Background: an optimization exercise with open tools, aiming at small area, a short achievable clock period and few clock cycles. Do not read the settings as production practice.
Where RTL was checked, it was by simulation tests only, not by an equivalence proof against the original.
The RTL of runs 1 and 2 was laid out without a check of its function.
Power figures rest on the tool's default switching activity, not on a simulated workload.

File: flow/design.v
module rx_framer #(
    parameter CAP         = 128,         
    parameter IDX_W       = 7,           
    parameter MAX_PAYLOAD = 48,          
    parameter STG_AW      = 6            
) (
    input  wire             clk,
    input  wire             rst,           
    input  wire             init,          
    input  wire             rx_valid,      
    input  wire [7:0]       rx_data,
    input  wire             cfg_valid,     
    input  wire [7:0]       cfg_max_type,
    input  wire [1:0]       cfg_sel,       
    output wire [7:0]       val_type,      
    output wire [7:0]       val_len,
    input  wire             val_ok,
    output wire             disp_valid,    
    input  wire             disp_ready,
    output wire [1:0]       disp_tag,
    output wire [7:0]       disp_type,
    output wire [7:0]       disp_len,
    input  wire [STG_AW-1:0] stg_raddr,    
    output wire [7:0]       stg_rdata,
    output wire [IDX_W-1:0] rx_count,      
    output wire [15:0]      overflow_count,
    output wire             rx_fault,
    output wire             configured
);
    localparam [7:0] START1 = 8'hA5;
    localparam [7:0] START2 = 8'h5A;
    localparam [2:0] S_AWAIT1 = 3'd0,
                     S_AWAIT2 = 3'd1,
                     S_TYPE   = 3'd2,
                     S_SEQ    = 3'd3,
                     S_LEN    = 3'd4,
                     S_PAY    = 3'd5,
                     S_CKH    = 3'd6,
                     S_CKL    = 3'd7;
    function [15:0] crc16_update;
        input [15:0] c;
        input [7:0]  b;
        integer k;
        reg [15:0] x;
        begin
            x = c ^ {b, 8'h00};
            for (k = 0; k < 8; k = k + 1)
                x = x[15] ? ((x << 1) ^ 16'h1021) : (x << 1);
            crc16_update = x;
        end
    endfunction
    reg [7:0]       ring [0:CAP-1];
    reg [7:0]       stg  [0:MAX_PAYLOAD-1];
    reg [IDX_W-1:0] head, tail, cursor;
    reg [15:0]      ovf_cnt;
    reg             fault;
    reg             spec_lost;
    reg [2:0]       pstate;
    reg             disp_pend;      
    reg [7:0]       packet_type, sequence_number;
    reg [5:0]       payload_length;
    reg [5:0]       pidx;           
    reg [15:0]      running_checksum;
    reg             hi_ok;          
    reg [2:0]       sh_state;
    reg [7:0]       sh_type, sh_seq;
    reg [IDX_W-1:0] sh_pos;         
    reg [7:0]       b_r;
    reg             b_valid;
    reg [IDX_W-1:0] rdptr;
    reg             cfg_done;
    reg [7:0]       max_packet_type;
    reg [1:0]       sel;
    wire [7:0]       b       = b_r;        
    wire             avail   = b_valid;
    wire             in_spec = pstate[2] & (pstate[1] | pstate[0]);
    wire             step_ok = cfg_done & (~disp_pend | disp_ready);
    wire             b_is_s1 = (b == START1);
    wire             b_is_s2 = (b == START2);
    wire             b_le_mt = (b <= max_packet_type);
    wire             abort    = step_ok & in_spec & spec_lost;
    wire             stepping = step_ok & avail & ~(in_spec & spec_lost);
    wire             sh_adv   = stepping & in_spec;
    wire             len_ok   = (b <= MAX_PAYLOAD) && val_ok;
    wire             match    = hi_ok && (b == running_checksum[7:0]);
    wire             is_ckl   = (pstate == S_CKL);
    wire             jump_sh  = stepping & is_ckl & ~match & (sh_state == S_LEN);
    wire             commit   = stepping & (~in_spec | (is_ckl & ~jump_sh));
    wire             keep     = ~commit & ~jump_sh;
    wire [IDX_W-1:0] tail_1   = tail + 1'b1;
    wire [IDX_W-1:0] head_1   = head + 1'b1;
    wire [IDX_W-1:0] cursor_1 = cursor + 1'b1;
    wire [IDX_W-1:0] sh_pos_1 = sh_pos + 1'b1;
    wire             ovf      = rx_valid & ((keep & (tail_1 == head)) | (jump_sh & (tail_1 == sh_pos)));
    reg [IDX_W-1:0] n_head, n_cursor, n_tail;
    reg [2:0]       n_pstate, n_sh_state;
    reg [7:0]       n_type, n_seq, n_sh_type, n_sh_seq;
    reg [5:0]       n_plen, n_pidx;
    reg [15:0]      n_run, n_ovf;
    reg [IDX_W-1:0] n_sh_pos;
    reg             n_spec_lost, n_fault, n_hi_ok, n_disp_pend;
    reg             stg_we;
    always @* begin
        n_pstate    = pstate;
        n_type      = packet_type;
        n_seq       = sequence_number;
        n_plen      = payload_length;
        n_pidx      = pidx;
        n_run       = running_checksum;
        n_hi_ok     = hi_ok;
        n_disp_pend = disp_pend & ~disp_ready;
        n_sh_state  = sh_state;
        n_sh_type   = sh_type;
        n_sh_seq    = sh_seq;
        n_sh_pos    = sh_pos;
        stg_we      = 1'b0;
        if (sh_adv) begin
            case (sh_state)
                S_AWAIT1: n_sh_state = b_is_s1 ? S_AWAIT2 : S_AWAIT1;
                S_AWAIT2: n_sh_state = b_is_s2 ? S_TYPE : b_is_s1 ? S_AWAIT2 : S_AWAIT1;
                S_TYPE: begin
                    if (b_le_mt) begin
                        n_sh_type  = b;
                        n_sh_state = S_SEQ;
                    end else begin
                        n_sh_state = b_is_s1 ? S_AWAIT2 : S_AWAIT1;
                    end
                end
                S_SEQ: begin
                    n_sh_seq   = b;
                    n_sh_state = S_LEN;
                    n_sh_pos   = cursor + 1'b1;
                end
                default: ;               
            endcase
        end
        if (stepping) begin
            case (pstate)
                S_AWAIT1: n_pstate = b_is_s1 ? S_AWAIT2 : S_AWAIT1;
                S_AWAIT2: n_pstate = b_is_s2 ? S_TYPE : b_is_s1 ? S_AWAIT2 : S_AWAIT1;
                S_TYPE: begin
                    if (b_le_mt) begin
                        n_type   = b;
                        n_pstate = S_SEQ;
                    end else begin
                        n_pstate = b_is_s1 ? S_AWAIT2 : S_AWAIT1;
                    end
                end
                S_SEQ: begin
                    n_seq    = b;
                    n_pstate = S_LEN;
                end
                S_LEN: begin
                    if (len_ok) begin
                        n_plen      = b[5:0];
                        n_pidx      = 6'd0;
                        n_run       = crc16_update(crc16_update(crc16_update(16'hFFFF,
                                          packet_type), sequence_number), b);
                        n_pstate    = (b == 8'd0) ? S_CKH : S_PAY;
                        n_sh_state  = S_AWAIT1;    
                    end else if (sequence_number == START1 && b_is_s2) begin
                        n_pstate = S_TYPE;
                    end else begin
                        n_pstate = b_is_s1 ? S_AWAIT2 : S_AWAIT1;
                    end
                end
                S_PAY: begin
                    stg_we = 1'b1;
                    n_pidx = pidx + 6'd1;
                    n_run  = crc16_update(running_checksum, b);
                    if (pidx + 6'd1 == payload_length)
                        n_pstate = S_CKH;
                end
                S_CKH: begin
                    n_hi_ok  = (b == running_checksum[15:8]);
                    n_pstate = S_CKL;
                end
                default: begin       
                    if (match) begin
                        n_pstate    = S_AWAIT1;
                        n_disp_pend = 1'b1;
                    end else begin
                        n_pstate = n_sh_state;
                        n_type   = n_sh_type;
                        n_seq    = n_sh_seq;
                    end
                end
            endcase
        end else if (abort) begin
            n_pstate = S_AWAIT1;
        end
    end
    always @* begin
        if (commit) begin
            n_head   = cursor_1;
            n_cursor = cursor_1;
        end else if (jump_sh) begin
            n_head   = ovf ? sh_pos_1 : sh_pos;
            n_cursor = n_head;
        end else begin
            n_head   = ovf ? head_1 : head;
            if (abort)
                n_cursor = n_head;
            else if (stepping || (ovf && cursor == head))
                n_cursor = cursor_1;
            else
                n_cursor = cursor;
        end
        n_tail      = rx_valid ? tail_1 : tail;
        n_ovf       = ovf ? ovf_cnt + 16'd1 : ovf_cnt;
        n_fault     = fault | ovf;
        n_spec_lost = ovf | (spec_lost & ~abort & ~(stepping & (pstate == S_LEN) & len_ok));
    end
    wire             seq_step = stepping & ~jump_sh;
    wire             idle     = ~stepping & ~abort & ~(ovf & (cursor == head));
    wire             at_tail  = (rdptr == tail);
    wire [7:0]       f_byte   = at_tail ? rx_data : ring[rdptr];
    wire             f_valid  = ~at_tail | rx_valid;
    reg  [7:0]       n_b_r;
    reg              n_b_valid;
    reg  [IDX_W-1:0] n_rdptr;
    always @* begin
        n_b_r     = b_r;
        n_b_valid = b_valid;
        n_rdptr   = rdptr;
        if (seq_step || (idle && !b_valid)) begin
            n_b_r     = f_byte;
            n_b_valid = f_valid;
            n_rdptr   = f_valid ? rdptr + 1'b1 : rdptr;
        end else if (!idle || jump_sh) begin
            n_b_valid = 1'b0;
            n_rdptr   = n_cursor;
        end
    end
    always @(posedge clk) begin
        if (rst || init) begin
            head              <= {IDX_W{1'b0}};
            tail              <= {IDX_W{1'b0}};
            cursor            <= {IDX_W{1'b0}};
            ovf_cnt           <= 16'd0;
            fault             <= 1'b0;
            spec_lost         <= 1'b0;
            pstate            <= S_AWAIT1;
            disp_pend         <= 1'b0;
            packet_type       <= 8'd0;
            sequence_number   <= 8'd0;
            payload_length    <= 6'd0;
            pidx              <= 6'd0;
            running_checksum  <= 16'd0;
            hi_ok             <= 1'b0;
            sh_state          <= S_AWAIT1;
            sh_type           <= 8'd0;
            sh_seq            <= 8'd0;
            sh_pos            <= {IDX_W{1'b0}};
            b_r               <= 8'd0;
            b_valid           <= 1'b0;
            rdptr             <= {IDX_W{1'b0}};
        end else begin
            head              <= n_head;
            tail              <= n_tail;
            cursor            <= n_cursor;
            ovf_cnt           <= n_ovf;
            fault             <= n_fault;
            spec_lost         <= n_spec_lost;
            pstate            <= n_pstate;
            disp_pend         <= n_disp_pend;
            packet_type       <= n_type;
            sequence_number   <= n_seq;
            payload_length    <= n_plen;
            pidx              <= n_pidx;
            running_checksum  <= n_run;
            hi_ok             <= n_hi_ok;
            sh_state          <= n_sh_state;
            sh_type           <= n_sh_type;
            sh_seq            <= n_sh_seq;
            sh_pos            <= n_sh_pos;
            b_r               <= n_b_r;
            b_valid           <= n_b_valid;
            rdptr             <= n_rdptr;
        end
    end
    always @(posedge clk) begin
        if (rst) begin
            cfg_done        <= 1'b0;
            max_packet_type <= 8'd0;
            sel             <= 2'd0;
        end else if (cfg_valid && !init) begin
            cfg_done        <= 1'b1;
            max_packet_type <= cfg_max_type;
            sel             <= cfg_sel;
        end
    end
    always @(posedge clk) begin
        if (!rst && !init && rx_valid)
            ring[tail] <= rx_data;
    end
    always @(posedge clk) begin
        if (!rst && !init && stg_we)
            stg[pidx] <= b;
    end
    reg  [7:0] stg_q;
    integer    si;
    always @* begin
        stg_q = 8'h00;
        for (si = 0; si < 32; si = si + 1)
            stg_q = stg_q | ({8{~stg_raddr[5] && stg_raddr[4:0] == si}} & stg[si]);
        for (si = 32; si < MAX_PAYLOAD; si = si + 1)
            stg_q = stg_q | ({8{stg_raddr[5] && stg_raddr[3:0] == si - 32}} & stg[si]);
    end
    assign val_type       = packet_type;
    assign val_len        = b;
    assign disp_valid     = disp_pend;
    assign disp_tag       = sel;
    assign disp_type      = packet_type;
    assign disp_len       = {2'b00, payload_length};
    assign stg_rdata      = stg_q;
    assign rx_count       = tail - head;
    assign overflow_count = ovf_cnt;
    assign rx_fault       = fault;
    assign configured     = cfg_done;
endmodule
File: flow/run.sh
#!/bin/bash
# synth_recipe.tcl (not shown) runs the flow's synth.tcl, then flattens the netlist and writes it again
# the make line also repeats each setting of config.mk as NAME=value (left out here)
make -C /OpenROAD-flow-scripts/flow DESIGN_CONFIG=/design/flow/config.mk WORK_HOME=/design/flow/orfs CLKGATE_MAP_FILE= SYNTH_SCRIPT=/design/flow/synth_recipe.tcl finish
File: flow/config.mk
export PLATFORM = sky130hd
export DESIGN_NAME = rx_framer
export DESIGN_NICKNAME = rx_framer
export VERILOG_FILES = /design/flow/design.v
export SDC_FILE = /design/flow/constraint.sdc
export NUM_CORES = 4
export LEC_CHECK = 0
export CAP_MARGIN = 20
export CORE_MARGIN = 2
export CORE_UTILIZATION = 40
export SETUP_SLACK_MARGIN = 3.6
export SLEW_MARGIN = 20
File: flow/constraint.sdc
create_clock -name core_clock -period 8.5 [get_ports {clk}]
set_input_delay 1.7000 -clock core_clock [delete_from_list [all_inputs] [get_ports {clk}]]
set_output_delay 1.7000 -clock core_clock [all_outputs]
set_load 0.01 [all_outputs]
==> metrics.md, run 1 <==
| Metric | Value |
|---|---|
| GRT Resource Usage Total | 0.224 |
| Remaining Overflow, GRT | 0 |
| Final hold viol count | 0 |
| Number of vias per cell | between 5 and 6 |
| Final worst slack | about 3.0 ns |
| WL per Instance | 30.4 um |
| CTS H-tree depth | 4 |
| Final core utilization | 0.467 |
| Most frequent cells in the layout | edfxtp_1 (1408), mux4_2 (329), nor2_1 (315) |
| Ports | slightly below 100 |
| Final-report setup violation count | 0 |
| Post-synth EDFFs | roughly 1400 |
| Worst hold path stage count | 2 |
| HPWL Detailed | about 110 mm |
| Die Ht | 399 um |
| Skew final | 0.0785 ns |
| Largest net degree at the start of global routing | 115 |
| Max Slew Vio Count | 0 |
| Core area | 0.154 mm2 |
| Critical-path cell list | buf_8 -> nand2b_4 -> or3_4 -> nor2_4 -> a22o_1 -> a221oi_2 -> nand4_1 -> or4_4 -> buf_6 |
| Worst Max-Slew Pin Slew | 1.13 ns |
| Share of layout cells above drive strength 1 | 0.224 |
| Final WL | 178 mm |
| Gpl congestion | ~0.94 |
| DR iter-0 viols | 3688 |
| VDD IR max | 0.214 mV |
| Slew HR | 0.245 |
| Clock transition at path regs | ~0.060 ns |
| CP Capture Type | output pin |
| Cts hold-fix bufs | 0 |
| Slowest CP cell | or4_4 |
| Fillcell total | approximately 13000 |
| CP arrival | ~3.8 ns |
| TritonCTS clock tree | yes |
| CTS Buffer Depth | 3 |
| RSZ-0062 raised after global routing | true |
| Period utilization | 0.644 |
| CTS root buf | clkbuf_16 |
| Skew-Pair Late Insertion Delay | 0.81 ns |
| Setup CP Type | input pin to output pin |
| Global-route wire length before repair | approximately 250 mm |
| Antenna violations before repair | 1 |
| Layout Nets | 3721 |
| Area occupied by multi-input gates | 0.0171 mm2 |
| CTS Buf Count | approximately 160 |
| Register bit total from synthesis | 1556 |
| Synthesized area per cell | 18.0 um2 |
| Worst min path class | flop to flop |
| Netlist cell types | 81 |
| Reg2Reg Depth | 7 |
| Post-route minimum period | 5.47 ns |
| Area Growth Syn to Fin | 15.7% |
| Ys async rst share | 0 |
| Tot Pwr | between 0.015 and 0.02 W |
| IO Port Bufs | 96 |
| Rows | around 140 |
| Synth warn | 1 |
| Fin area | a little over 0.07 mm2 |
| Run status | timing/DRC/antenna clean |
| Required time of the critical path | 6.80 ns |
| Reg2reg end | b_r[4]$_SDFFE_PP0N_ |
| Remaining DRCs | 0 |
| Clk sinks | 1556 |
| Vias in the first global route | 33613 |
| WHS Endpoint | sh_seq[1]$_SDFF_PP0_ |
| Max cap viols | 0 |
| Worst R2R Setup Slack | 4.22 ns |
| Die ar. | 0.159 mm2 |
| Antenna Nets Post-Route | 0 |
| Syn Inst Count | 3470 |
| Setup WS pre-CTS | approximately 1.6 ns |
| Critical path peak fanout | 4 |
| Die Width | between 300 and 400 um |
| Ant. Diodes | 0 |
| Leakage | 22.2 nW |
| Seq/Total Area, Yosys | 0.725 |
| Worst setup SP type | input pin |
| Starting density of the core | 0.404 |
| Sequential Area | 0.0453 mm2 |
| Area after DPL | between 0.06 and 0.07 mm2 |
| Detailed Routing Iterations Pass 1 | 6 |
| CP peak stage delay | 0.65 ns |
| DR vias | ~34000 |
| Setup TNS | 0 ns |
| HP Start | sh_seq[1]$_SDFF_PP0_ |
| FMAX | 183 MHz |
| Commonest non-fill, non-tap cell in the layout | edfxtp_1 |
| Post-synth top flop | edfxtp_1 |
| Post-synth design cell area | 0.0624 mm2 |
| Pwr dens | 224 mW/mm2 |
## routing by layer
metal	routed length, um	GRT usage
met1	76700	0.324
met2	83600	0.351
met3	12400	0.0353
met4	4890	0.0633
met5	0	0
## state kept, by name, indices dropped and copies added (netlist names), 2 cells and up, named ones only
signal            cells
ring               1024
stg                 384
ovf_cnt              16
running_checksum     16
b_r                   8
max_packet_type       8
packet_type           8
sequence_number       8
sh_seq                8
sh_type               8
cursor                7
head                  7
rdptr                 7
sh_pos                7
tail                  7
payload_length        6
pidx                  6
pstate                3
sh_state              3
sel                   2
## worst max path at each step
stage          slack (ns)         start            to  cells past startpoint
2_1_floorplan        3.59  stg_raddr[2]  stg_rdata[3]                      7
3_3_place_gp         1.53  stg_raddr[3]  stg_rdata[4]                      9
3_5_place_dp         1.58  stg_raddr[2]  stg_rdata[4]                      9
4_1_cts              3.04  stg_raddr[1]  stg_rdata[7]                     10
5_1_grt              3.03  stg_raddr[0]  stg_rdata[5]                      9
6_report             3.03  stg_raddr[1]  stg_rdata[6]                      9
## critical path: cells and delay by family
kind | cells | cell delay [ns]
buffers and inverters | 2 | 0.25
AO/OA/AOI/OAI | 2 | 0.48
AND/OR/NAND/NOR | 5 | 1.34
## report_power, final
group	switching [W]	internal, W
Clock	0.00300	0.00387
Combinational	0.000526	0.000362
Sequential	0.0000452	0.00837
Total	0.00357	0.0126
## logic make-up (layout without fill, tap and decap cells)
family	after synthesis	count (layout)	share of synthesized area
flip-flops	1556	1556	0.725
AND/OR/NAND/NOR	718	718	0.0533
AO/OA/AOI/OAI	410	410	0.0500
multiplexers	385	385	0.128
buffers and inverters	205	527	0.0144
XOR/XNOR	173	173	0.0245
adder cells (fa/ha/maj)	22	22	0.00453
other	1	2	0.0000601
## synth_stat cells, types with 4 or more instances
| cell | count | area share |
|---|---|---|
| or2_2 | 5 | 0.00050 |
| and3_1 | 9 | 0.00090 |
| nor4_1 | 4 | 0.00040 |
| mux2i_1 | 53 | 0.0085 |
| ha_1 | 21 | 0.0042 |
| a22oi_1 | 52 | 0.0063 |
| nor3b_1 | 4 | 0.00048 |
| o211ai_1 | 6 | 0.00072 |
| o21ai_1 | 4 | 0.00032 |
| nor2_1 | 359 | 0.022 |
| a221oi_1 | 75 | 0.011 |
| edfxtp_1 | 1408 | 0.68 |
| dfxtp_1 | 148 | 0.047 |
| xor2_1 | 53 | 0.0074 |
| o21a_1 | 5 | 0.00060 |
| nand4_1 | 41 | 0.0041 |
| buf_4 | 14 | 0.0017 |
| clkbuf_1 | 99 | 0.0060 |
| o221ai_1 | 4 | 0.00056 |
| inv_1 | 35 | 0.0021 |
| buf_2 | 37 | 0.0030 |
| a211oi_1 | 30 | 0.0036 |
| nor2b_1 | 17 | 0.0017 |
| nor3_1 | 32 | 0.0026 |
| nand2b_1 | 18 | 0.0018 |
| a22o_1 | 73 | 0.010 |
| a21o_1 | 9 | 0.0011 |
| o22ai_1 | 4 | 0.00040 |
| mux4_2 | 329 | 0.12 |
| a21oi_1 | 74 | 0.0059 |
| nand2_1 | 113 | 0.0068 |
| or4_1 | 11 | 0.0013 |
| o2bb2ai_1 | 10 | 0.0014 |
| o21ai_0 | 25 | 0.0020 |
| a31oi_1 | 6 | 0.00060 |
| or3_1 | 18 | 0.0018 |
| buf_1 | 15 | 0.00090 |
| buf_6 | 4 | 0.00072 |
| xnor2_1 | 119 | 0.017 |
| nand3_1 | 55 | 0.0044 |
| and2_1 | 6 | 0.00060 |
| a32oi_1 | 8 | 0.0011 |
## layout make-up
type | count | area share
clock buffer | 197 | 0.0579
clock inverter | 91 | 0.0136
inverter | 35 | 0.00182
multi-input combinational | 1710 | 0.237
sequential | 1556 | 0.628
tap | 2044 | 0.0354
timing repair buffer | 204 | 0.0269
## stage by stage
| step | hold slack [ns] | cells |
|---|---|---|
| floorplan | 0.436 | 3471 |
| global placement | 0.442 | 5506 |
| detailed placement | 0.448 | 5506 |
| CTS | 0.457 | 5828 |
| global route | 0.473 | 5837 |
| finish | 0.456 | 5837 |
## timing repair
| action | in CTS | in global routing |
|---|---|---|
| gates resized for setup | 195 | 35 |
| buffers inserted | 34 | 8 |
| setup endpoints to repair | 11 | 24 |
| pin swaps | 36 | 32 |
==> inputs of run 2 (changes only) <==
--- a/flow/config.mk
+++ b/flow/config.mk
@@ -8,5 +8,7 @@
 export CAP_MARGIN = 20
 export CORE_MARGIN = 2
 export CORE_UTILIZATION = 40
+export CTS_BUF_LIST = sky130_fd_sc_hd__clkbuf_4 sky130_fd_sc_hd__clkbuf_8
+export CTS_CLUSTER_SIZE = 20
 export SETUP_SLACK_MARGIN = 3.6
 export SLEW_MARGIN = 20
==> metrics.md, run 2 <==
| Metric | Value |
|---|---|
| Run status | timing/DRC/antenna clean (unchanged) |
| Synth top cells by count | edfxtp_1 (1408), nor2_1 (359), mux4_2 (329) (unchanged) |
| Ys async rst share | 0 (unchanged) |
| Period utilization | 0.642 (was 0.644) |
| WL met3 | 13.6 mm (was 12.4 mm) |
| Syn Inst Count | 3470 (unchanged) |
| CP Capture Type | output pin (unchanged) |
| HPWL Detailed | 114 mm (unchanged) |
| Clock transition at path regs | 0.06 ns (about the same) |
| Worst Max-Slew Pin Slew | 1.13 ns (about the same) |
| Rows | 144 (unchanged) |
| Register bit total from synthesis | 1556 (unchanged) |
| Largest net degree at the start of global routing | 115 (unchanged) |
| Required time of the critical path | 6.80 ns (about the same) |
| Die Ht | 399 um (unchanged) |
| Antenna violations before repair | 2 (was 1) |
| Core area | 0.154 mm2 (unchanged) |
| Remaining Overflow, GRT | 0 (unchanged) |
| Synth area leader | edfxtp_1 (unchanged) |
| Most frequent cells in the layout | edfxtp_1 (1408), mux4_2 (329), nor2_1 (319) (was edfxtp_1 (1408), mux4_2 (329), nor2_1 (315)) |
| Setup TNS | 0 ns (unchanged) |
| Worst min path class | flop to flop (unchanged) |
| DR iter-0 viols | 3788 (was 3688) |
| Worst setup SP type | input pin (unchanged) |
| DR vias | 34852 (was 34110) |
| CTS H-tree depth | 5 (was 4) |
| Global-route wire length before repair | 256 mm (was 252 mm) |
| Ports | 99 (unchanged) |
| Post-synth top flop | edfxtp_1 (unchanged) |
| Post-synth EDFFs | 1408 (unchanged) |
| Final hold viol count | 0 (unchanged) |
| Post-Layout Cell Count | 6025 (was 5837) |
| CTS Buf Count | 275 (was 161) |
| Critical path peak fanout | 5 (was 4) |
| RSZ-0062 raised after global routing | true (unchanged) |
| CP arrival | 3.76 ns (was 3.77 ns) |
| VDD IR max | 0.168 mV (was 0.214 mV) |
| FMAX | 183 MHz (about the same) |
| Top cell type's share of synthesized area | 0.678 (unchanged) |
| Wl on met1 | 77.3 mm (was 76.7 mm) |
| Final WL | 180 mm (was 178 mm) |
| Pwr dens | 221 mW/mm2 (was 224 mW/mm2) |
| Top reg by flops | ring (unchanged) |
| Synth warn | 1 (unchanged) |
| Die ar. | 0.159 mm2 (unchanged) |
| Remaining DRCs | 0 (unchanged) |
| Clk sinks | 1556 (unchanged) |
| Gpl congestion | 0.940 (unchanged) |
| Max Slew Vio Count | 0 (unchanged) |
| Layout Nets | 3848 (was 3721) |
| TritonCTS clock tree | yes (unchanged) |
| CTS root buf | clkbuf_8 (was clkbuf_16) |
| Post-synth design cell area | 0.0624 mm2 (unchanged) |
| Slew HR | 0.246 (was 0.245) |
| Setup CP Type | input pin to output pin (unchanged) |
| Detailed Routing Iterations Pass 1 | 5 (was 6) |
| Count leader, synth | edfxtp_1 (unchanged) |
| Max cap viols | 0 (unchanged) |
| Number of vias per cell | 5.78 (was 5.84) |
| Placed Cells | 5506 (unchanged) |
| Leakage | 22.5 nW (was 22.2 nW) |
| Final-report setup violation count | 0 (unchanged) |
| Seq/Total Area, Yosys | 0.725 (unchanged) |
| Commonest non-fill, non-tap cell in the layout | edfxtp_1 (unchanged) |
| Synthesized area per cell | 18.0 um2 (unchanged) |
| IO Port Bufs | 96 (unchanged) |
| Starting density of the core | 0.404 (unchanged) |
| Top layer used by detailed routing | met4 (unchanged) |
| CTS Buffer Depth | 4 (was 3) |
| Vias in the first global route | 34673 (was 33613) |
| Regs by FF count | ring x1024, stg x384 (unchanged) |
| Met2 Wirelength | 84.4 mm (was 83.6 mm) |
| GRT Resource Usage Total | 0.226 (was 0.224) |
| Share of layout cells above drive strength 1 | 0.269 (was 0.224) |
| Die Width | 399 um (unchanged) |
| Post-route minimum period | 5.46 ns (was 5.47 ns) |
| WL per Instance | 29.9 um (was 30.4 um) |
| Antenna Nets Post-Route | 0 (unchanged) |
| Largest register FFs | 1024 (unchanged) |
| Skew-Pair Late Insertion Delay | 0.96 ns (was 0.81 ns) |
| Skew final | 0.0871 ns (was 0.0785 ns) |
| Netlist cell types | 81 (unchanged) |
| Area Growth Syn to Fin | 15.9% (was 15.7%) |
| Synth top area cells | edfxtp_1 (68%), mux4_2 (12%), dfxtp_1 (4.7%), nor2_1 (2.2%), xnor2_1 (1.7%) (unchanged) |
-- run 2: final timing paths --
check	startpoint	endpoint	slack (ns)	cells after the start
min reg2reg	fault$_SDFF_PP0_	fault$_SDFF_PP0_	0.45	2
min	fault$_SDFF_PP0_	fault$_SDFF_PP0_	0.45	2
max reg2reg	flop	b_r[4]$_SDFFE_PP0N_	4.15	7
max	stg_raddr[1]	stg_rdata[7]	3.04	10
-- run 2: kinds of logic after synthesis --
| logic type | synth area share |
|---|---|
| buffers and inverters | 0.0144 |
| AO/OA/AOI/OAI | 0.0500 |
| XOR/XNOR | 0.0245 |
| other | 0.0000601 |
| adder cells (fa/ha/maj) | 0.00453 |
| flip-flops | 0.725 |
| AND/OR/NAND/NOR | 0.0533 |
| multiplexers | 0.128 |
-- run 2: report_power, final --
part / total [W] / switching (W) / internal (W) / leakage, nW
sequential: 0.00841 / 0.0000450 / 0.00837 / 14.3
combinational: 0.000891 / 0.000527 / 0.000364 / 5.53
clock: 0.00667 / 0.00295 / 0.00372 / 2.74
total: 0.0160 / 0.00353 / 0.0125 / 22.5
-- run 2: layout make-up --
cell class              count  area [um2]
flip-flops and latches   1556       45300
multi-input cells        1710       17100
repair buffers            217        2070
fillers                 13114       82100
clock inverters            86         602
clock buffers             375        4590
well taps                2044        2560
diodes                      2        5.00
inverters                  35         131
-- run 2: what timing repair did --
| action | in CTS | in global routing |
|---|---|---|
| pin swaps | 41 | 37 |
| endpoints found under the setup margin | 13 | 9 |
| resized for setup | 206 | 28 |
| buffers inserted | 45 | 9 |
| hold buffers | 0 | 0 |
-- run 2: per-layer routing --
layer	global-route usage	up-vias
met2	0.354	1646
met4	0.0639	0
met5	0	-
li1	-	14681
met3	0.0421	276
met1	0.324	18249
-- run 2: through the flow --
step | hold slack [ns] | setup WS [ns] | utilization | total power [W] | instance area, um2
after floorplan | 0.436 | 3.59 | - | 0.00908 | 62600
after global placement | 0.442 | 1.53 | 0.427 | 0.00944 | 65900
after detailed placement | 0.448 | 1.58 | 0.427 | 0.00945 | 65900
after CTS | 0.457 | 3.05 | 0.467 | 0.0161 | 72100
after global routing | 0.474 | 3.02 | 0.468 | 0.0165 | 72300
final | 0.454 | 3.04 | 0.468 | 0.0160 | 72300
-- run 2: worst max-delay path, cell delays in order --
cell	delay, ns
buf_8	0.09
or2_4	0.13
buf_4	0.10
buf_6	0.14
nor2_4	0.11
a22o_1	0.25
a221oi_1	0.25
nand4_1	0.32
or4_4	0.51
buf_6	0.14
==> inputs of run 3 (changes only) <==
--- a/flow/design.v
+++ b/flow/design.v
@@ -52,6 +52,7 @@
     reg [7:0]       ring [0:CAP-1];
     reg [7:0]       stg  [0:MAX_PAYLOAD-1];
     reg [IDX_W-1:0] head, tail, cursor;
+    reg [IDX_W-1:0] count;          
     reg [15:0]      ovf_cnt;
     reg             fault;
     reg             spec_lost;
@@ -74,7 +75,7 @@
     wire [7:0]       b       = b_r;        
     wire             avail   = b_valid;
     wire             in_spec = pstate[2] & (pstate[1] | pstate[0]);
-    wire             step_ok = cfg_done & (~disp_pend | disp_ready);
+    wire             step_ok = cfg_done & ((pstate != S_AWAIT1) | ~disp_pend | disp_ready);
     wire             b_is_s1 = (b == START1);
     wire             b_is_s2 = (b == START2);
     wire             b_le_mt = (b <= max_packet_type);
@@ -211,6 +212,10 @@
         n_fault     = fault | ovf;
         n_spec_lost = ovf | (spec_lost & ~abort & ~(stepping & (pstate == S_LEN) & len_ok));
     end
+    wire [IDX_W-1:0] occ_c    = tail - cursor_1;
+    wire [IDX_W-1:0] occ_s    = tail - sh_pos;
+    wire [IDX_W-1:0] occ_base = commit ? occ_c : jump_sh ? occ_s : count;
+    wire [IDX_W-1:0] n_count  = ovf ? {IDX_W{1'b1}} : occ_base + {{(IDX_W-1){1'b0}}, rx_valid};
     wire             seq_step = stepping & ~jump_sh;
     wire             idle     = ~stepping & ~abort & ~(ovf & (cursor == head));
     wire             at_tail  = (rdptr == tail);
@@ -235,6 +240,7 @@
     always @(posedge clk) begin
         if (rst || init) begin
             head              <= {IDX_W{1'b0}};
+            count             <= {IDX_W{1'b0}};
             tail              <= {IDX_W{1'b0}};
             cursor            <= {IDX_W{1'b0}};
             ovf_cnt           <= 16'd0;
@@ -257,6 +263,7 @@
             rdptr             <= {IDX_W{1'b0}};
         end else begin
             head              <= n_head;
+            count             <= n_count;
             tail              <= n_tail;
             cursor            <= n_cursor;
             ovf_cnt           <= n_ovf;
@@ -314,7 +321,7 @@
     assign disp_type      = packet_type;
     assign disp_len       = {2'b00, payload_length};
     assign stg_rdata      = stg_q;
-    assign rx_count       = tail - head;
+    assign rx_count       = count;
     assign overflow_count = ovf_cnt;
     assign rx_fault       = fault;
     assign configured     = cfg_done;
--- a/flow/config.mk
+++ b/flow/config.mk
@@ -7,8 +7,6 @@
 export LEC_CHECK = 0
 export CAP_MARGIN = 20
 export CORE_MARGIN = 2
-export CORE_UTILIZATION = 40
-export CTS_BUF_LIST = sky130_fd_sc_hd__clkbuf_4 sky130_fd_sc_hd__clkbuf_8
-export CTS_CLUSTER_SIZE = 20
+export CORE_UTILIZATION = 60
 export SETUP_SLACK_MARGIN = 3.6
 export SLEW_MARGIN = 20
==> metrics.md, run 3 <==
| Metric | Value |
|---|---|
| Synth Area in XOR/XNOR | 0.0257 (was 0.0245) |
| Register bit total from synthesis | 1563 (was 1556) |
| Mux contribution to synthesized area | 0.128 (about the same) |
| Leakage | 22.3 nW (was 22.5 nW) |
| VDD IR max | 0.225 mV (was 0.168 mV) |
| CTS Buf Count | 154 (was 275) |
| Synthesized area per cell | 17.7 um2 (was 18.0 um2) |
| CTS root buf | clkbuf_16 (was clkbuf_8) |
| Pwr dens | 229 mW/mm2 (was 221 mW/mm2) |
| CP Capture Type | output pin (unchanged) |
| Die Width | 328 um (was 399 um) |
| Post-synth top flop | edfxtp_1 (unchanged) |
| Remaining DRCs | 0 (unchanged) |
| Main combinational cell family by area after synthesis | multiplexers (unchanged) |
| Setup TNS | 0 ns (unchanged) |
| Seq/Total Area, Yosys | 0.720 (was 0.725) |
| Largest register FFs | 1024 (unchanged) |
| Ports | 99 (unchanged) |
| R2r startpoint | b_r[0]$_SDFFE_PP0N_ |
| DR vias | 35274 (was 34852) |
| Number of vias per cell | 6.71 (was 5.78) |
| Period utilization | 0.648 (was 0.642) |
| Layout Nets | 3816 (was 3848) |
| Worst Max-Slew Pin Slew | 1.16 ns (was 1.13 ns) |
| Critical path launch point | stg_raddr[1] (unchanged) |
| Ys async rst share | 0 (unchanged) |
| Sequential Area | 0.0454 mm2 (was 0.0453 mm2) |
| Max Slew Vio Count | 0 (unchanged) |
| Top cell type's share of synthesized area | 0.671 (was 0.678) |
| Setup WS pre-CTS | 1.69 ns (was 1.58 ns) |
| Required time of the critical path | 6.80 ns (about the same) |
| Critical-path cell list | buf_12 -> nand2b_4 -> buf_12 -> nor2_4 -> buf_6 -> buf_4 -> a22o_1 -> a221oi_1 -> nand4_1 -> or4_4 -> buf_6 (was buf_8 -> or2_4 -> buf_4 -> buf_6 -> nor2_4 -> a22o_1 -> a221oi_1 -> nand4_1 -> or4_4 -> buf_6) |
| Synth warn | 1 (unchanged) |
| Fillcell total | 6525 (was 13114) |
| Netlist cell types | 77 (was 81) |
| Delay-heaviest family, CP | simple AND/OR/NAND/NOR gates (unchanged) |
| Die Ht | 328 um (was 399 um) |
| Synth area leader | edfxtp_1 (unchanged) |
| HP Start | sh_seq[2]$_SDFF_PP0_ (was fault$_SDFF_PP0_) |
| Global-route wire length before repair | 244 mm (was 256 mm) |
| Post-synth EDFFs | 1408 (unchanged) |
| Starting density of the core | 0.607 (was 0.404) |
| Synth top area cells | edfxtp_1 (67%), mux4_2 (12%), dfxtp_1 (4.9%), nor2_1 (2.2%), xnor2_1 (1.5%) (was edfxtp_1 (68%), mux4_2 (12%), dfxtp_1 (4.7%), nor2_1 (2.2%), xnor2_1 (1.7%)) |
| Final-report setup violation count | 0 (unchanged) |
| Remaining Overflow, GRT | 0 (unchanged) |
| Area occupied by multi-input gates | 0.0175 mm2 (was 0.0171 mm2) |
| Vias in the first global route | 34486 (was 34673) |
| CP arrival | 3.81 ns (was 3.76 ns) |
| HPWL Detailed | 107 mm (was 114 mm) |
| Regs by FF count | ring x1024, stg x384 (unchanged) |
| Synth Area in Simple Gates | 0.0546 (was 0.0533) |
| Rows | 118 (was 144) |
| Post-synthesis adder-cell area fraction | 0.00639 (was 0.00453) |
| Largest net degree at the start of global routing | 133 (was 115) |
| Detailed Routing Iterations Pass 1 | 6 (was 5) |
| CP bufs+invs | 5 (was 4) |
| Synth top cells by count | edfxtp_1 (1408), nor2_1 (371), mux4_2 (336) (was edfxtp_1 (1408), nor2_1 (359), mux4_2 (329)) |
| Gpl congestion | 0.989 (was 0.940) |
| Share of layout cells above drive strength 1 | 0.222 (was 0.269) |
| Fin area | 0.0719 mm2 (was 0.0723 mm2) |
| Run status | timing/DRC/antenna clean (unchanged) |
| Max cap viols | 0 (unchanged) |
| FMAX | 182 MHz (was 183 MHz) |
| Slowest CP cell | or4_4 (unchanged) |
| Final worst slack | 2.99 ns (was 3.04 ns) |
| Final WL | 169 mm (was 180 mm) |
| Count leader, synth | edfxtp_1 (unchanged) |
| Worst min path class | flop to flop (unchanged) |
| Antenna Nets Post-Route | 0 (unchanged) |
| Antenna violations before repair | 0 (was 2) |
| GRT Resource Usage Total | 0.319 (was 0.226) |
| Die ar. | 0.108 mm2 (was 0.159 mm2) |
| Area Growth Syn to Fin | 14.1% (was 15.9%) |
| Post-synth design cell area | 0.0630 mm2 (was 0.0624 mm2) |
| Area after DPL | 0.0654 mm2 (was 0.0659 mm2) |
| Final hold viol count | 0 (unchanged) |
| Skew final | 0.0250 ns (was 0.0871 ns) |
| CP peak stage delay | 0.51 ns (about the same) |
| Clk sinks | 1563 (was 1556) |
| Synth Area in Compound Gates | 0.0496 (was 0.0500) |
| Core area | 0.104 mm2 (was 0.154 mm2) |
| WL per Instance | 32.2 um (was 29.9 um) |
| Critical path peak fanout | 6 (was 5) |
| CTS Buffer Depth | 3 (was 4) |
| Top reg by flops | ring (unchanged) |
| Skew-Pair Late Insertion Delay | 0.78 ns (was 0.96 ns) |
| DR iter-0 viols | 4721 (was 3788) |
| Slew HR | 0.224 (was 0.246) |
| Clock transition at path regs | 0.06 ns (about the same) |
| Cts hold-fix bufs | 0 (unchanged) |
| TritonCTS clock tree | yes (unchanged) |
| Setup CP Type | input pin to output pin (unchanged) |
| Ant. Diodes | 0 (was 2) |
| RSZ-0062 raised after global routing | true (unchanged) |
| Worst setup SP type | input pin (unchanged) |
| IO Port Bufs | 96 (unchanged) |
| Post-route minimum period | 5.51 ns (was 5.46 ns) |
| Syn Inst Count | 3564 (was 3470) |
| Most frequent cells in the layout | edfxtp_1 (1408), mux4_2 (336), nor2_1 (317) (was edfxtp_1 (1408), mux4_2 (329), nor2_1 (319)) |
| CTS H-tree depth | 4 (was 5) |
| Commonest non-fill, non-tap cell in the layout | edfxtp_1 (unchanged) |
==> run 3: worst reg2reg max path, delay by kind of cell, from the launching register on <==
family	cells	cell delay (ns)
AO/OA/AOI/OAI	4	1.40
AND/OR/NAND/NOR	4	1.39
flip-flops	1	0.66
buffers and inverters	1	0.55
XOR/XNOR	2	0.33
==> run 3: worst paths after layout <==
check             slack [ns]  depth (start not counted)                   end
hold / removal          0.46                          2  sh_seq[2]$_SDFF_PP0_
setup / recovery        2.99                         11          stg_rdata[1]
hold reg to reg         0.46                          2  sh_seq[2]$_SDFF_PP0_
setup reg to reg        4.04                         11                  flop
==> run 3: cell type report <==
| class | instances | area share |
|---|---|---|
| flip-flops and latches | 1563 | 0.632 |
| multi-input cells | 1783 | 0.244 |
| clock buffers | 204 | 0.0582 |
| repair buffers | 217 | 0.0290 |
| well taps | 1380 | 0.0240 |
| clock inverters | 77 | 0.0117 |
| inverters | 35 | 0.00183 |
==> run 3: logic make-up (layout without fill, tap and decap cells) <==
group,Yosys count,after routing
AO/OA/AOI/OAI,425,425
adder cells (fa/ha/maj),31,31
buffers and inverters,222,533
flip-flops,1563,1563
multiplexers,383,383
XOR/XNOR,182,182
other,1,2
AND/OR/NAND/NOR,757,760
==> run 3: stage by stage <==
stage / instances / util / total power (W) / hold slack, ns
2_1_floorplan: 3565 / - / 0.00934 / 0.430
3_3_place_gp: 4911 / 0.630 / 0.00977 / 0.443
3_5_place_dp: 4913 / 0.630 / 0.00980 / 0.450
4_1_cts: 5244 / 0.690 / 0.0165 / 0.459
5_1_grt: 5259 / 0.693 / 0.0169 / 0.468
6_report: 5259 / 0.693 / 0.0164 / 0.457
==> run 3: what timing repair did <==
item                                    4_1_cts  5_1_grt
gates cloned                                  3        0
resized for setup                           256       26
pin swaps                                    54       29
buffers inserted                             47       14
endpoints found under the setup margin        8       11
hold endpoints to repair                      0        0
==> run 3: where the power goes <==
part	leakage (nW)	internal (W)	switching (W)	total, W
combinational	6.03	0.000506	0.000715	0.00122
clock	2.46	0.00389	0.00287	0.00676
sequential	13.8	0.00842	0.0000452	0.00847
==> run 3: metal layers <==
layer	global-route usage	part of all wire	vias up	wire length, um
met2	0.510	0.49	1891	82300
met5	0	0	-	0
met4	0.104	0.033	0	5610
li1	-	-	14695	-
met3	0.0481	0.080	288	13600
met1	0.460	0.40	18400	68000
Testbench counts of run 3, summed over its fixed seeds: cycles 14,735.
==> inputs of run 4 (changes only) <==
--- a/flow/config.mk
+++ b/flow/config.mk
@@ -7,6 +7,6 @@
 export LEC_CHECK = 0
 export CAP_MARGIN = 20
 export CORE_MARGIN = 2
-export CORE_UTILIZATION = 60
+export CORE_UTILIZATION = 40
 export SETUP_SLACK_MARGIN = 3.6
 export SLEW_MARGIN = 20
==> metrics.md, run 4 <==
| Metric | Value |
|---|---|
| Run status | timing/DRC/antenna clean (unchanged) |
| Synthesized area per cell | 17.7 um2 (unchanged) |
| Number of vias per cell | 5.75 (was 6.71) |
| CP arrival | 3.73 ns (was 3.81 ns) |
| CTS Buffer Depth | 3 (unchanged) |
| Post-route minimum period | 5.43 ns (was 5.51 ns) |
| GRT busiest layer | met2 (unchanged) |
| Critical path peak fanout | 8 (was 6) |
| Worst setup SP type | input pin (unchanged) |
| R2r startpoint | tail[1]$_SDFFE_PP0P_ (was b_r[0]$_SDFFE_PP0N_) |
| Met3 Use GR | 0.0315 (was 0.0481) |
| Worst min path class | flop to flop (unchanged) |
| CTS H-tree depth | 4 (unchanged) |
| Setup CP Type | input pin to output pin (unchanged) |
| Top reg by flops | ring (unchanged) |
| Count leader, synth | edfxtp_1 (unchanged) |
| IO Port Bufs | 96 (unchanged) |
| Antenna Nets Post-Route | 0 (unchanged) |
| CTS Buf Count | 163 (was 154) |
| Top cell type's share of synthesized area | 0.671 (unchanged) |
| Crit path depth | 10 (was 11) |
| CP bufs+invs | 3 (was 5) |
| Commonest non-fill, non-tap cell in the layout | edfxtp_1 (unchanged) |
| HPWL Detailed | 110 mm (was 107 mm) |
| Global-route wire length before repair | 247 mm (was 244 mm) |
| Netlist cell types | 77 (unchanged) |
| Setup crit end | stg_rdata[4] (was stg_rdata[1]) |
| Leakage | 22.3 nW (about the same) |
| Post-Layout Cell Count | 5930 (was 5259) |
| Skew final | 0.0602 ns (was 0.0250 ns) |
| Largest register FFs | 1024 (unchanged) |
| Area occupied by multi-input gates | 0.0176 mm2 (was 0.0175 mm2) |
| Register bit total from synthesis | 1563 (unchanged) |
| Final WL | 172 mm (was 169 mm) |
| Regs by FF count | ring x1024, stg x384 (unchanged) |
| Synth top cells by count | edfxtp_1 (1408), nor2_1 (371), mux4_2 (336) (unchanged) |
| Fillcell total | 13260 (was 6525) |
| Synth top area cells | edfxtp_1 (67%), mux4_2 (12%), dfxtp_1 (4.9%), nor2_1 (2.2%), xnor2_1 (1.5%) (unchanged) |
| Met1 Usage GRT | 0.302 (was 0.460) |
| Clock transition at path regs | 0.06 ns (about the same) |
| Antenna violations before repair | 2 (was 0) |
| CP Capture Type | output pin (unchanged) |
| Final-report setup violation count | 0 (unchanged) |
| Delay-heaviest family, CP | simple AND/OR/NAND/NOR gates (unchanged) |
| Detailed Routing Iterations Pass 1 | 5 (was 6) |
| Most frequent cells in the layout | edfxtp_1 (1408), mux4_2 (336), nor2_1 (319) (was edfxtp_1 (1408), mux4_2 (336), nor2_1 (317)) |
| Setup TNS | 0 ns (unchanged) |
| Max cap viols | 0 (unchanged) |
| Slowest CP cell | or4_4 (unchanged) |
| Period utilization | 0.638 (was 0.648) |
| Worst R2R Setup Slack | 4.06 ns (was 4.04 ns) |
| VDD IR max | 0.210 mV (was 0.225 mV) |
| Worst Max-Slew Pin Slew | 1.14 ns (was 1.16 ns) |
| Synth warn | 1 (unchanged) |
| Core area | 0.156 mm2 (was 0.104 mm2) |
| CTS root buf | clkbuf_16 (unchanged) |
| Starting density of the core | 0.403 (was 0.607) |
| FMAX | 184 MHz (was 182 MHz) |
| GRT Resource Usage Total | 0.212 (was 0.319) |
| CP peak stage delay | 0.60 ns (was 0.51 ns) |
| Largest net degree at the start of global routing | 102 (was 133) |
| Clk sinks | 1563 (unchanged) |
| Vias in the first global route | 33583 (was 34486) |
| Critical path launch point | stg_raddr[4] (was stg_raddr[1]) |
| Max Slew Vio Count | 0 (unchanged) |
| DR iter-0 viols | 3521 (was 4721) |
| Reg2Reg Depth | 11 (unchanged) |
| Synth area leader | edfxtp_1 (unchanged) |
| Required time of the critical path | 6.80 ns (about the same) |
| Remaining DRCs | 0 (unchanged) |
| Met2 usage | 0.336 (was 0.510) |
| Syn Inst Count | 3564 (unchanged) |
| Final hold viol count | 0 (unchanged) |
| Slew HR | 0.235 (was 0.224) |
| Share of layout cells above drive strength 1 | 0.218 (was 0.222) |
| Ports | 99 (unchanged) |
| Rows | 145 (was 118) |
| Final worst slack | 3.07 ns (was 2.99 ns) |
| Die Ht | 401 um (was 328 um) |
| Skew-Pair Late Insertion Delay | 0.80 ns (was 0.78 ns) |
| DR vias | 34117 (was 35274) |
| Remaining Overflow, GRT | 0 (unchanged) |
| Post-synth top flop | edfxtp_1 (unchanged) |
| Die ar. | 0.161 mm2 (was 0.108 mm2) |
| Post-synth EDFFs | 1408 (unchanged) |
| Area Growth Syn to Fin | 15.4% (was 14.1%) |
| Gpl congestion | 0.984 (was 0.989) |
| Die Width | 401 um (was 328 um) |
| Ys async rst share | 0 (unchanged) |
| Layout Nets | 3802 (was 3816) |
| Setup WS pre-CTS | 1.77 ns (was 1.69 ns) |
| TritonCTS clock tree | yes (unchanged) |
| Placed Cells | 5584 (was 4913) |
| RSZ-0062 raised after global routing | true (unchanged) |
| Tot Pwr | 0.0166 W (was 0.0164 W) |
| Post-synth design cell area | 0.0630 mm2 (unchanged) |
| Sequential Area | 0.0454 mm2 (about the same) |
| WL per Instance | 29.0 um (was 32.2 um) |
| Seq/Total Area, Yosys | 0.720 (unchanged) |
| Critical-path cell list | buf_8 -> nor2b_4 -> nand2_4 -> buf_6 -> nor2_4 -> a22o_1 -> a221oi_2 -> nand4_1 -> or4_4 -> buf_6 (was buf_12 -> nand2b_4 -> buf_12 -> nor2_4 -> buf_6 -> buf_4 -> a22o_1 -> a221oi_1 -> nand4_1 -> or4_4 -> buf_6) |
| Cell mode on critical path | buf_6 |
| Pwr dens | 229 mW/mm2 (about the same) |
==> run 4: cell counts after synthesis <==
No cell type changed its count.
==> run 4: power by group <==
group | switching (W) | internal (W)
combinational | 0.000692 | 0.000497
sequential | 0.0000662 | 0.00843
clock | 0.00302 | 0.00393
==> run 4: worst min-delay path: cells and delay by family (launching register included) <==
family          cells  cell delay [ns]
compound gates      1             0.05
flops               1             0.30
simple gates        1             0.05
==> run 4: logic make-up (layout without fill, tap and decap cells) <==
kind of cell / after synthesis / in the layout / synth area share
mux: 383 / 383 / 0.128
other cells: 1 / 3 / 0.0000595
xor+xnor: 182 / 182 / 0.0257
simple gates: 757 / 759 / 0.0546
fa+ha+maj: 31 / 31 / 0.00639
compound gates: 425 / 425 / 0.0496
buf+inv: 222 / 526 / 0.0156
flops: 1563 / 1563 / 0.720
==> run 4: layout make-up <==
type                            count  share of cell area
Antenna cell                        1           0.0000344
Clock buffer                      208              0.0588
Clock inverter                     88              0.0127
Inverter                           35             0.00181
Multi-Input combinational cell   1782               0.242
Sequential cell                  1563               0.624
Tap cell                         2058              0.0354
Timing Repair Buffer              195              0.0254
==> run 4: how the worst min path moves through the flow <==
stage                                               start                               to  cells after the start
after floorplan           max_packet_type[7]$_SDFFE_PP0P_  max_packet_type[7]$_SDFFE_PP0P_                      2
after global placement               sh_seq[7]$_SDFF_PP0_             sh_seq[7]$_SDFF_PP0_                      2
after detailed placement              sel[1]$_SDFFE_PP0P_              sel[1]$_SDFFE_PP0P_                      2
after CTS                             sel[1]$_SDFFE_PP0P_              sel[1]$_SDFFE_PP0P_                      2
after global routing                 sh_seq[5]$_SDFF_PP0_             sh_seq[5]$_SDFF_PP0_                      2
final                                 sel[1]$_SDFFE_PP0P_              sel[1]$_SDFFE_PP0P_                      2
==> run 4: through the flow <==
step,area [um2],util,hold slack [ns]
detailed placement,66200,0.423,0.446
CTS,72500,0.464,0.454
global placement,66200,0.423,0.441
floorplan,63000,-,0.430
global route,72700,0.465,0.477
finish,72700,0.465,0.454
==> run 4: timing repair <==
action                                  in CTS  in global routing
resized for setup                          262                 26
endpoints found under the setup margin       8                 20
hold buffers                                 0                  0
pin swaps                                   54                 16
setup buffers                               36                 11
hold endpoints to repair                     0                  0
gates cloned                                 2                  0
==> run 4: routing by layer <==
layer / part of all wire / up-vias
met5: 0 / -
met4: 0.034 / 0
met3: 0.059 / 257
met2: 0.47 / 1257
met1: 0.43 / 17934
li1: - / 14669
==> inputs of run 5 (changes only) <==
--- a/flow/design.v
+++ b/flow/design.v
@@ -305,15 +305,22 @@
         if (!rst && !init && stg_we)
             stg[pidx] <= b;
     end
-    reg  [7:0] stg_q;
-    integer    si;
-    always @* begin
-        stg_q = 8'h00;
-        for (si = 0; si < 32; si = si + 1)
-            stg_q = stg_q | ({8{~stg_raddr[5] && stg_raddr[4:0] == si}} & stg[si]);
-        for (si = 32; si < MAX_PAYLOAD; si = si + 1)
-            stg_q = stg_q | ({8{stg_raddr[5] && stg_raddr[3:0] == si - 32}} & stg[si]);
-    end
+    wire [15:0] stg_row = 16'd1 << stg_raddr[3:0];
+    wire [2:0]  stg_grp = {stg_raddr[5], ~stg_raddr[5] & stg_raddr[4], ~stg_raddr[5] & ~stg_raddr[4]};
+    wire [7:0]  stg_n0, stg_n1, stg_n2;
+    rx_framer_stg16 u_stg0 (.row(stg_row), .grp(stg_grp[0]),
+        .d({stg[15], stg[14], stg[13], stg[12], stg[11], stg[10], stg[9],  stg[8],
+            stg[7],  stg[6],  stg[5],  stg[4],  stg[3],  stg[2],  stg[1],  stg[0]}),
+        .q_n(stg_n0));
+    rx_framer_stg16 u_stg1 (.row(stg_row), .grp(stg_grp[1]),
+        .d({stg[31], stg[30], stg[29], stg[28], stg[27], stg[26], stg[25], stg[24],
+            stg[23], stg[22], stg[21], stg[20], stg[19], stg[18], stg[17], stg[16]}),
+        .q_n(stg_n1));
+    rx_framer_stg16 u_stg2 (.row(stg_row), .grp(stg_grp[2]),
+        .d({stg[47], stg[46], stg[45], stg[44], stg[43], stg[42], stg[41], stg[40],
+            stg[39], stg[38], stg[37], stg[36], stg[35], stg[34], stg[33], stg[32]}),
+        .q_n(stg_n2));
+    wire [7:0] stg_q = ~(stg_n0 & stg_n1 & stg_n2);
     assign val_type       = packet_type;
     assign val_len        = b;
     assign disp_valid     = disp_pend;
@@ -326,3 +333,18 @@
     assign rx_fault       = fault;
     assign configured     = cfg_done;
 endmodule
+module rx_framer_stg16 (
+    input  wire [15:0]  row,
+    input  wire         grp,
+    input  wire [127:0] d,
+    output wire [7:0]   q_n
+);
+    reg [7:0] q;
+    integer i;
+    always @* begin
+        q = 8'h00;
+        for (i = 0; i < 16; i = i + 1)
+            q = q | ({8{row[i]}} & d[8*i +: 8]);
+    end
+    assign q_n = ~({8{grp}} & q);
+endmodule
--- a/flow/config.mk
+++ b/flow/config.mk
@@ -8,5 +8,7 @@
 export CAP_MARGIN = 20
 export CORE_MARGIN = 2
 export CORE_UTILIZATION = 40
-export SETUP_SLACK_MARGIN = 3.6
+export SETUP_SLACK_MARGIN = 4.3
 export SLEW_MARGIN = 20
+export SYNTH_HIERARCHICAL = 1
+export SYNTH_MINIMUM_KEEP_SIZE = 0
==> metrics.md, run 5 <==
| Metric | Value |
|---|---|
| Run status | timing/DRC/antenna clean (unchanged) |
| FMAX | 196 MHz (was 184 MHz) |
| Final worst slack | 3.39 ns (was 3.07 ns) |
| Synth top cells by count | edfxtp_1 (1408), mux4_2 (336), nor2_1 (334) (was edfxtp_1 (1408), nor2_1 (371), mux4_2 (336)) |
| Area Growth Syn to Fin | 15.4% (about the same) |
| Required time of the critical path | 6.80 ns (about the same) |
| Remaining DRCs | 0 (unchanged) |
| Detailed Routing Iterations Pass 1 | 5 (unchanged) |
| Met2 Wirelength | 73.7 mm (was 81.5 mm) |
| Slew HR | 0.250 (was 0.235) |
| CTS Buf Count | 160 (was 163) |
| Vias in the first global route | 33795 (was 33583) |
| Max cap viols | 0 (unchanged) |
| Worst hold path stage count | 2 (unchanged) |
| Setup CP Type | input pin to output pin (unchanged) |
| Starting density of the core | 0.402 (was 0.403) |
| CTS Buffer Depth | 3 (unchanged) |
| Worst min path class | flop to flop (unchanged) |
| Rows | 146 (was 145) |
| Wl on met1 | 69.4 mm (was 74.7 mm) |
| Largest net degree at the start of global routing | 102 (unchanged) |
| Antenna violations before repair | 2 (unchanged) |
| IO Port Bufs | 96 (unchanged) |
| CTS root buf | clkbuf_16 (unchanged) |
| Die Ht | 402 um (was 401 um) |
| Period utilization | 0.602 (was 0.638) |
| Setup crit end | stg_rdata[2] (was stg_rdata[4]) |
| Setup TNS | 0 ns (unchanged) |
| Synth warn | 8 (was 1) |
| Reg2Reg Depth | 8 (was 11) |
| Syn Inst Count | 3636 (was 3564) |
| Sequential Area | 0.0454 mm2 (about the same) |
| Critical path launch point | stg_raddr[1] (was stg_raddr[4]) |
| TritonCTS clock tree | yes (unchanged) |
| Synthesized area per cell | 17.4 um2 (was 17.7 um2) |
| Share of layout cells above drive strength 1 | 0.233 (was 0.218) |
| Leakage | 22.5 nW (was 22.3 nW) |
| Count leader, synth | edfxtp_1 (unchanged) |
| Post-synth design cell area | 0.0634 mm2 (was 0.0630 mm2) |
| DR iter-0 viols | 3912 (was 3521) |
| Synth area leader | edfxtp_1 (unchanged) |
| Final core utilization | 0.464 (was 0.465) |
| Seq/Total Area, Yosys | 0.716 (was 0.720) |
| WL met3 | 9.91 mm (was 10.2 mm) |
| Die ar. | 0.162 mm2 (was 0.161 mm2) |
| Commonest non-fill, non-tap cell in the layout | edfxtp_1 (unchanged) |
| Die Width | 402 um (was 401 um) |
| Worst R2R Setup Slack | 4.46 ns (was 4.06 ns) |
| WL per Instance | 26.1 um (was 29.0 um) |
| Skew final | 0.0606 ns (was 0.0602 ns) |
| Layout Nets | 3843 (was 3802) |
| Remaining Overflow, GRT | 0 (unchanged) |
| Top cell type's share of synthesized area | 0.667 (was 0.671) |
| Max Slew Vio Count | 0 (unchanged) |
| Most frequent cells in the layout | edfxtp_1 (1408), mux4_2 (336), nor2_1 (278) (was edfxtp_1 (1408), mux4_2 (336), nor2_1 (319)) |
| Reg2reg end | b_r[0]$_SDFFE_PP0N_ |
| CP Capture Type | output pin (unchanged) |
| Regs by FF count | ring x1024, stg x384 (unchanged) |
| Clk sinks | 1563 (unchanged) |
| Netlist cell types | 79 (was 77) |
| Fillcell total | 13312 (was 13260) |
| Area occupied by multi-input gates | 0.0177 mm2 (was 0.0176 mm2) |
| Tot Pwr | 0.0165 W (was 0.0166 W) |
| Gpl congestion | 0.878 (was 0.984) |
| Top reg by flops | ring (unchanged) |
| Ports | 99 (unchanged) |
| Post-synth top flop | edfxtp_1 (unchanged) |
| Largest register FFs | 1024 (unchanged) |
| Number of vias per cell | 5.68 (was 5.75) |
| Worst setup SP type | input pin (unchanged) |
| Core area | 0.158 mm2 (was 0.156 mm2) |
| Global-route wire length before repair | 231 mm (was 247 mm) |
| Post-route minimum period | 5.11 ns (was 5.43 ns) |
| Final WL | 156 mm (was 172 mm) |
| Ys async rst share | 0 (unchanged) |
| CTS H-tree depth | 4 (unchanged) |
| Final-report setup violation count | 0 (unchanged) |
| Skew-Pair Late Insertion Delay | 0.78 ns (was 0.80 ns) |
| Top layer used by detailed routing | met4 (unchanged) |
| DR vias | 34001 (was 34117) |
| VDD IR max | 0.171 mV (was 0.210 mV) |
| Post-synth EDFFs | 1408 (unchanged) |
| Synth top area cells | edfxtp_1 (67%), mux4_2 (12%), dfxtp_1 (4.9%), nor2_1 (2.0%), xnor2_1 (1.4%) (was edfxtp_1 (67%), mux4_2 (12%), dfxtp_1 (4.9%), nor2_1 (2.2%), xnor2_1 (1.5%)) |
| Final hold viol count | 0 (unchanged) |
| GRT Resource Usage Total | 0.191 (was 0.212) |
| Register bit total from synthesis | 1563 (unchanged) |
| HPWL Detailed | 93.6 mm (was 110 mm) |
| RSZ-0062 raised after global routing | true (unchanged) |
| Pwr dens | 225 mW/mm2 (was 229 mW/mm2) |
| Critical path peak fanout | 6 (was 8) |
| Cts hold-fix bufs | 0 (unchanged) |
| Worst Max-Slew Pin Slew | 1.12 ns (was 1.14 ns) |
| Antenna Nets Post-Route | 0 (unchanged) |
| Setup WS pre-CTS | 1.81 ns (was 1.77 ns) |
| CP arrival | 3.41 ns (was 3.73 ns) |
| Clock transition at path regs | 0.06 ns (about the same) |
==> run 5: modules after synthesis, one instance, submodules excluded <==
module           flops+latches  area [um2]  cells  times used
rx_framer_stg16              0         766    104           3
rx_framer                 1563       61100   3324           1
==> run 5: stage by stage <==
stage	instances	hold slack, ns	cell area [um2]
2_1_floorplan	3637	0.430	63700
3_3_place_gp	5634	0.442	66700
3_5_place_dp	5634	0.450	66700
4_1_cts	5970	0.458	72700
5_1_grt	5987	0.482	73200
6_report	5989	0.457	73200
==> run 5: layout make-up <==
class                           count  share of cell area
Antenna cell                        2           0.0000684
Clock buffer                      192              0.0569
Clock inverter                    104              0.0152
Inverter                           31             0.00159
Multi-Input combinational cell   1814               0.242
Sequential cell                  1563               0.621
Tap cell                         2072              0.0354
Timing Repair Buffer              211              0.0282
==> run 5: worst min path at each step <==
stage	slack, ns	endpoint	startpoint
2_1_floorplan	0.43	max_packet_type[7]$_SDFFE_PP0P_	max_packet_type[7]$_SDFFE_PP0P_
3_3_place_gp	0.44	sh_seq[0]$_SDFF_PP0_	sh_seq[0]$_SDFF_PP0_
3_5_place_dp	0.45	sel[0]$_SDFFE_PP0P_	sel[0]$_SDFFE_PP0P_
4_1_cts	0.46	sel[0]$_SDFFE_PP0P_	sel[0]$_SDFFE_PP0P_
5_1_grt	0.48	max_packet_type[7]$_SDFFE_PP0P_	max_packet_type[7]$_SDFFE_PP0P_
6_report	0.46	sh_seq[1]$_SDFF_PP0_	sh_seq[1]$_SDFF_PP0_
==> run 5: logic make-up (layout without fill, tap and decap cells) <==
logic type / Yosys count / in the layout / synth area share
AO/OA/AOI/OAI: 473 / 474 / 0.0541
multiplexers: 377 / 377 / 0.126
XOR/XNOR: 179 / 179 / 0.0249
buffers and inverters: 266 / 538 / 0.0190
adder cells (fa/ha/maj): 31 / 31 / 0.00635
flip-flops: 1563 / 1563 / 0.716
AND/OR/NAND/NOR: 746 / 751 / 0.0540
other: 1 / 4 / 0.0000591
==> run 5: report_power, final <==
group | switching [W] | total [W] | internal (W)
combinational | 0.000571 | 0.000989 | 0.000418
clock | 0.00305 | 0.00704 | 0.00399
sequential | 0.0000369 | 0.00843 | 0.00840
==> run 5: what timing repair did <==
action / 4_1_cts / 5_1_grt
gates cloned: 8 / 2
resized for setup: 153 / 69
pin swaps: 58 / 33
setup endpoints to repair: 323 / 383
buffers inserted: 32 / 14
==> run 5: routing by layer <==
metal	global-route usage	vias up
met5	0	-
met1	0.277	17731
met3	0.0334	208
met2	0.300	1252
li1	-	14810
met4	0.0501	0
==> run 5: worst max-delay path: stages <==
cell and delay [ns]:
buf_12 0.09, nand2b_4 0.16, buf_6 0.11, buf_12 0.10
nor2_4 0.05, buf_12 0.13, a22o_1 0.18, a221oi_2 0.20
nand3_1 0.19, o21ai_1 0.16, nand3_1 0.15, buf_2 0.18
Testbench counts of run 5, summed over its fixed seeds: cycles 14,735.
==> inputs of run 6 (changes only) <==
--- a/flow/config.mk
+++ b/flow/config.mk
@@ -8,7 +8,7 @@
 export CAP_MARGIN = 20
 export CORE_MARGIN = 2
 export CORE_UTILIZATION = 40
-export SETUP_SLACK_MARGIN = 4.3
+export SETUP_SLACK_MARGIN = 3.9
 export SLEW_MARGIN = 20
 export SYNTH_HIERARCHICAL = 1
 export SYNTH_MINIMUM_KEEP_SIZE = 0
==> metrics.md, run 6 <==
| Metric | Value |
|---|---|
| FMAX | 197 MHz (was 196 MHz) |
| Regs by FF count | ring x1024, stg x384 (unchanged) |
| Antenna violations before repair | 1 (was 2) |
| Syn Inst Count | 3636 (unchanged) |
| Commonest non-fill, non-tap cell in the layout | edfxtp_1 (unchanged) |
| Remaining Overflow, GRT | 0 (unchanged) |
| DR vias | 34285 (was 34001) |
| Die Ht | 402 um (unchanged) |
| Worst min path class | flop to flop (unchanged) |
| Sequential power share | 0.500 (was 0.512) |
| Period utilization | 0.597 (was 0.602) |
| IO Port Bufs | 96 (unchanged) |
| Largest net degree at the start of global routing | 145 (was 102) |
| Synth top area cells | edfxtp_1 (67%), mux4_2 (12%), dfxtp_1 (4.9%), nor2_1 (2.0%), xnor2_1 (1.4%) (unchanged) |
| CTS root buf | clkbuf_16 (unchanged) |
| Skew-Pair Late Insertion Delay | 0.81 ns (was 0.78 ns) |
| Synthesized area per cell | 17.4 um2 (unchanged) |
| GRT busiest layer | met2 (unchanged) |
| Required time of the critical path | 6.80 ns (about the same) |
| Met1 Usage GRT | 0.275 (was 0.277) |
| Core area | 0.158 mm2 (unchanged) |
| Reg2Reg Depth | 8 (unchanged) |
| Critical path launch point | stg_raddr[1] (unchanged) |
| Worst hold path stage count | 2 (unchanged) |
| Worst R2R Setup Slack | 4.26 ns (was 4.46 ns) |
| Number of vias per cell | 5.75 (was 5.68) |
| Net Sw Frac | 0.219 (was 0.222) |
| Seq/Total Area, Yosys | 0.716 (unchanged) |
| Setup CP Type | input pin to output pin (unchanged) |
| Ports | 99 (unchanged) |
| Gpl congestion | 0.918 (was 0.878) |
| Skew final | 0.0630 ns (was 0.0606 ns) |
| Run status | timing/DRC/antenna clean (unchanged) |
| Clk sinks | 1563 (unchanged) |
| Antenna Nets Post-Route | 0 (unchanged) |
| Post-synth design cell area | 0.0634 mm2 (unchanged) |
| TritonCTS clock tree | yes (unchanged) |
| Leakage | 22.6 nW (was 22.5 nW) |
| Most frequent cells in the layout | edfxtp_1 (1408), mux4_2 (336), nor2_1 (319) (was edfxtp_1 (1408), mux4_2 (336), nor2_1 (278)) |
| Ant. Diodes | 0 (was 2) |
| Register bit total from synthesis | 1563 (unchanged) |
| Top reg by flops | ring (unchanged) |
| RSZ-0062 raised after global routing | true (unchanged) |
| Max cap viols | 0 (unchanged) |
| Final WL | 159 mm (was 156 mm) |
| Synth warn | 8 (unchanged) |
| VDD IR max | 0.209 mV (was 0.171 mV) |
| Share of layout cells above drive strength 1 | 0.219 (was 0.233) |
| Reg2reg end | b_r[2]$_SDFFE_PP0N_ (was b_r[0]$_SDFFE_PP0N_) |
| Worst Max-Slew Pin Slew | 1.09 ns (was 1.12 ns) |
| Global-route wire length before repair | 232 mm (was 231 mm) |
| Netlist cell types | 79 (unchanged) |
| Rows | 146 (unchanged) |
| Remaining DRCs | 0 (unchanged) |
| Post-route minimum period | 5.07 ns (was 5.11 ns) |
| CP arrival | 3.37 ns (was 3.41 ns) |
| Largest register FFs | 1024 (unchanged) |
| CTS Buf Count | 164 (was 160) |
| Power Internal | 0.0132 W (was 0.0128 W) |
| CTS Buffer Depth | 3 (unchanged) |
| Tot Pwr | 0.0169 W (was 0.0165 W) |
| Critical path peak fanout | 6 (unchanged) |
| Synth top cells by count | edfxtp_1 (1408), mux4_2 (336), nor2_1 (334) (unchanged) |
| Final-report setup violation count | 0 (unchanged) |
| Ys async rst share | 0 (unchanged) |
| Final hold viol count | 0 (unchanged) |
| Setup TNS | 0 ns (unchanged) |
| CTS H-tree depth | 4 (unchanged) |
| Layout Nets | 3817 (was 3843) |
| Synth area leader | edfxtp_1 (unchanged) |
| Slew HR | 0.272 (was 0.250) |
run 6: worst min-delay path by stage:
stage / slack, ns / from / end
final: 0.45 / sel[1]$_SDFFE_PP0P_ / sel[1]$_SDFFE_PP0P_
after detailed placement: 0.45 / sel[1]$_SDFFE_PP0P_ / sel[1]$_SDFFE_PP0P_
after global placement: 0.44 / sel[1]$_SDFFE_PP0P_ / sel[1]$_SDFFE_PP0P_
after floorplan: 0.43 / max_packet_type[7]$_SDFFE_PP0P_ / max_packet_type[7]$_SDFFE_PP0P_
after CTS: 0.45 / sel[1]$_SDFFE_PP0P_ / sel[1]$_SDFFE_PP0P_
after global routing: 0.47 / max_packet_type[4]$_SDFFE_PP0P_ / max_packet_type[4]$_SDFFE_PP0P_
run 6: per-module statistics from Yosys (local to each module, per instance):
module | area (um2) | copies in the design
rx_framer | 61100 | 1
rx_framer_stg16 | 766 | 3
run 6: power groups by stage:
stage / Sequential (W) / Clock, W / Combinational, W
after floorplan: 0.00860 / 0 / 0.000572
after global placement: 0.00861 / 0 / 0.000926
after detailed placement: 0.00861 / 0 / 0.000934
after CTS: 0.00845 / 0.00760 / 0.000968
after global routing: 0.00845 / 0.00790 / 0.00103
final: 0.00845 / 0.00749 / 0.000965
run 6: repair_timing:
item / 4_1_cts / 5_1_grt
pin swaps: 61 / 38
cloned: 10 / 3
endpoints found under the setup margin: 102 / 96
gates resized for setup: 182 / 46
setup buffers: 10 / 2
run 6: cells by family after synthesis:
family | share of synthesized area
DFF | 0.716
and+or+nand+nor | 0.0540
other | 0.0000591
adders and majority gates | 0.00635
buffers and inverters | 0.0190
muxes | 0.126
AOI/OAI and AO/OA | 0.0541
xor gates and xnor gates | 0.0249
run 6: layer usage:
layer	vias up	part of all wire
met4	0	0.027
li1	14750	-
met1	17792	0.42
met5	-	0
met3	246	0.077
met2	1497	0.47
run 6: layout make-up:
type / count / area [um2]
fill: 13292 / 84700
clock inverter: 106 / 1410
tap: 2072 / 2590
timing repair buffer: 185 / 1770
multi-input combinational: 1810 / 17500
sequential: 1563 / 45400
clock buffer: 197 / 4290
inverter: 31 / 116
run 6: worst max-delay path: stages:
cell	delay, ns
buf_12	0.11
nand2b_4	0.17
nor2_2	0.10
buf_6	0.15
a22o_1	0.20
a221oi_1	0.32
nand3_1	0.16
o21ai_2	0.17
nand3_2	0.13
buf_6	0.15
run 6: stage by stage:
step	instances	instance area [um2]	util	hold WS [ns]	setup slack [ns]
finish	5964	73100	0.463	0.451	3.43
global route	5964	73100	0.463	0.469	3.38
CTS	5959	72900	0.462	0.454	3.52
detailed placement	5636	66500	0.421	0.446	2.05
global placement	5636	66500	0.421	0.442	2.05
floorplan	3637	63400	-	0.430	3.94
